Source: an optimization exercise on an open RTL-to-GDS flow (aim: small area, a short achievable clock period and few clock cycles). Production flows keep margins and buffers that such runs may drop.
The RTL was checked by simulation tests, not by an equivalence proof against the original design.
Power and IR drop assume default switching activity.

## vpk_runcodec
module vpk_runcodec (
    input  wire        clk,
    input  wire        rst,
    input  wire        cmd_valid,
    output wire        cmd_ready,
    input  wire        cmd_op,       
    input  wire        cmd_codec,    
    input  wire [6:0]  cmd_w,
    input  wire [7:0]  cmd_n,
    input  wire        in_valid,
    output wire        in_ready,
    input  wire [63:0] in_data,
    output wire        out_valid,
    input  wire        out_ready,
    output wire [63:0] out_data,
    output wire        out_last,
    output wire        rsp_valid,
    output wire [3:0]  rsp_err,
    output wire [10:0] rsp_result
);
Size in the first run: ~3800 cells after synthesis, about 410 flip-flops, about 170 I/O pins.
export LEC_CHECK = 0
export ABC_AREA = 1
export CAP_MARGIN = 20
export CORE_MARGIN = 2
export CORE_UTILIZATION = 50
export PLACE_DENSITY = 0.65
export SETUP_SLACK_MARGIN = 5
export SLEW_MARGIN = 20
create_clock -name core_clock -period 8.0 [get_ports {clk}]
run.sh (not shown) runs the stock make flow with config.mk's settings and CLKGATE_MAP_FILE= SYNTH_SCRIPT=/design/flow/synth_recipe.tcl, a recipe that flattens the netlist after the stock synthesis.
The first run finished with timing, DRC and antenna clean.
Testbench counts at the start, summed over its fixed seeds: cycles 62,950.
Rerun with:
--- a/flow/design.v
+++ b/flow/design.v
@@ -51,15 +51,17 @@
                      err || flush || (last && !spill), spill, useb, pk && s_ge64};
         end
     endfunction
     reg        q0v, q0op, q0codec;
     reg [6:0]  q0w;
     reg [7:0]  q0n;
-    reg        q1v;       
+    reg        q1v, q1op, q1codec;
+    reg [6:0]  q1w;
+    reg [7:0]  q1n;
     wire q0_ok = cmd_ok_f(q0op, q0codec, q0w, q0n);
-    reg         csv, csop, cscodec;
+    reg         csv, csop;
     reg  [6:0]  csw;
     reg  [7:0]  csn;
     reg         psel;      
     reg  [11:0] px;        
     reg  [7:0]  palt;      
     reg  [7:0]  c_alt;
@@ -209,17 +211,18 @@
                     stepf(eop, eerr, eflush, en == 8'd2, sn_ge64, sn_gt64);
             end
         end
         if (cmd_fire && cmd_to_q0) begin
             q0op <= cmd_op; q0codec <= cmd_codec; q0w <= cmd_w; q0n <= cmd_n;
         end else if (q0_free && q1v) begin
-            q0op <= csop; q0codec <= cscodec; q0w <= csw; q0n <= csn;
-        end
-        if (cmd_fire) begin
-            csop <= cmd_op; cscodec <= cmd_codec; csw <= cmd_w; csn <= cmd_n;
-        end
+            q0op <= q1op; q0codec <= q1codec; q0w <= q1w; q0n <= q1n;
+        end
+        if (cmd_fire && !cmd_to_q0) begin
+            q1op <= cmd_op; q1codec <= cmd_codec; q1w <= cmd_w; q1n <= cmd_n;
+        end
+        csop <= cmd_op; csw <= cmd_w; csn <= cmd_n;
         px <= csn * csw[3:0];
         if (bfree) b <= b2v ? b2 : in_data;
         if (!bfree && in_fire) b2 <= in_data;
         if (fire && f_needb) a <= a_n;
         if (fire && f_wo) od <= oword;
     end
Outcome: The new run completed without violations; area after synthesis came out higher by 1.1%; clock skew came out lower by 0.014 ns; via count barely changes; setup slack improves by 0.091 ns; synthesized cell count came out higher by 0.61%; worst hold slack degrades by 0.012 ns; sequential share of layout area came out higher by 0.47 points; non-clock buffer count came out lower by 20; die area came out higher by 1.1%; global-route usage came out higher by 0.37 points; final cell count stays flat; register-to-register slack improves by 0.09 ns; combinational power came out lower by about 1%.
Testbench counts after the change, summed over its fixed seeds: cycles 62,950.

--- another note on this design; it stands on its own ---

Setup of the baseline:
Design vpk_runcodec, start of the top module:
module vpk_runcodec (
    input  wire        clk,
    input  wire        rst,
    input  wire        cmd_valid,
    output wire        cmd_ready,
    input  wire        cmd_op,       
    input  wire        cmd_codec,    
    input  wire [6:0]  cmd_w,
    input  wire [7:0]  cmd_n,
    input  wire        in_valid,
    output wire        in_ready,
    input  wire [63:0] in_data,
    output wire        out_valid,
    input  wire        out_ready,
    output wire [63:0] out_data,
    output wire        out_last,
    output wire        rsp_valid,
    output wire [3:0]  rsp_err,
    output wire [10:0] rsp_result
);
==> flow/config.mk <==
export PLATFORM = sky130hd
export DESIGN_NAME = vpk_runcodec
export DESIGN_NICKNAME = vpk_runcodec
export VERILOG_FILES = /design/flow/design.v
export SDC_FILE = /design/flow/constraint.sdc
export NUM_CORES = 4
export LEC_CHECK = 0
export ABC_AREA = 1
export CAP_MARGIN = 20
export CORE_MARGIN = 2
export CORE_UTILIZATION = 50
export CTS_CLUSTER_DIAMETER = 60
export CTS_CLUSTER_SIZE = 25
export PLACE_DENSITY = 0.65
export SETUP_SLACK_MARGIN = 5
export SLEW_MARGIN = 20
==> flow/constraint.sdc <==
create_clock -name core_clock -period 8.0 [get_ports {clk}]
set_input_delay 1.6000 -clock core_clock [delete_from_list [all_inputs] [get_ports {clk}]]
set_output_delay 1.6000 -clock core_clock [all_outputs]
set_load 0.01 [all_outputs]
run.sh (not shown) runs the stock make flow with config.mk's settings and CLKGATE_MAP_FILE= SYNTH_SCRIPT=/design/flow/synth_recipe.tcl, a recipe that flattens the netlist after the stock synthesis.
The baseline: PASS, flow complete, no timing, DRC or antenna violations
Testbench counts of the baseline, summed over its fixed seeds: cycles 62,950.
### the baseline -> the candidate
==> flow/flow/run.sh (new file) <==
#!/bin/bash
# The standard layout (the standard.sh, all steps), except that the port
# buffers are buf_2 cells instead of the delay cells buffer_ports picks by
# default. Every port still gets its buffer. The make output goes to
# standard.log; ORFS keeps each step's own log under orfs/logs/.
set -euo pipefail
export BUFFER_PORTS_ARGS="-buffer_cell sky130_fd_sc_hd__buf_2"
bash standard.sh finish > standard.log 2>&1
==> flow/standard.sh (new file) <==
#!/bin/bash
# synth_recipe.tcl (not shown) runs the flow's synth.tcl, then flattens the netlist and writes it again
# the make line also repeats each setting of config.mk as NAME=value (left out here)
make -C /OpenROAD-flow-scripts/flow DESIGN_CONFIG=/design/flow/config.mk WORK_HOME=/design/flow/orfs CLKGATE_MAP_FILE= SYNTH_SCRIPT=/design/flow/synth_recipe.tcl "${@:-finish}"
-- flow/config.mk --
<<< the baseline, line 11
export CORE_UTILIZATION = 50
export CTS_CLUSTER_DIAMETER = 60
export CTS_CLUSTER_SIZE = 25
export PLACE_DENSITY = 0.65
>>> the candidate, line 11
export CORE_UTILIZATION = 50
export PLACE_DENSITY = 0.65
removed: flow/run.sh
--- outcome ---
- Between the baseline and the candidate, the cell count figures differ only marginally.
- Global-route wire length before repair: lower on the candidate
- Going from the baseline to the candidate, register area essentially unchanged, number of optimization iterations in the first detailed-route pass went down 4, power per cell area higher, count of flip-flops with a built-in enable after synthesis has remained practically unchanged.
- Where total power draw is concerned, the baseline is better than the candidate.
- A last element of the critical path of pv[8] is what the baseline shows, while od[20] belongs to the candidate.

==> separate check: timing with driven ports <==
The results above use ideal ports. As a check the final layouts listed here were re-extracted and re-timed, cells and wires unchanged. Step 1 (the two cells are an assumption about what drives the block):
set clk [get_ports {clk}]
set_driving_cell -lib_cell sky130_fd_sc_hd__clkbuf_16 $clk
set_driving_cell -lib_cell sky130_fd_sc_hd__buf_2 [delete_from_list [all_inputs] $clk]
Step 2 times the ports against the registers' clock, not the clock port: input delays grow and output delays shrink by t, the midpoint of the rising clock arrivals with the driver on. Slacks: no drivers / after step 1 / after step 2; pairs: no drivers / after step 1.
run	shift t [ns]	slack for setup (ns)	worst setup path at the end	slew at the worst register clock pin (ns)	cell pins on the clock port's net
the first run of note 1	0.676	4.825 / 4.825 / 4.427	input to register	0.08 / 0.08	1
the second run of note 1	0.675	4.916 / 4.916 / 4.345	input to register	0.07 / 0.07	1
the baseline	0.663	4.772 / 4.772 / 4.417	input to register	0.09 / 0.09	1
the candidate	0.691	4.889 / 4.889 / 4.454	input to register	0.07 / 0.07	1
After both steps setup and hold are still met in every run listed. The setup slack of the second run of note 1, which loses most, moves by 0.000 ns with the drivers and by -0.571 ns with both steps.
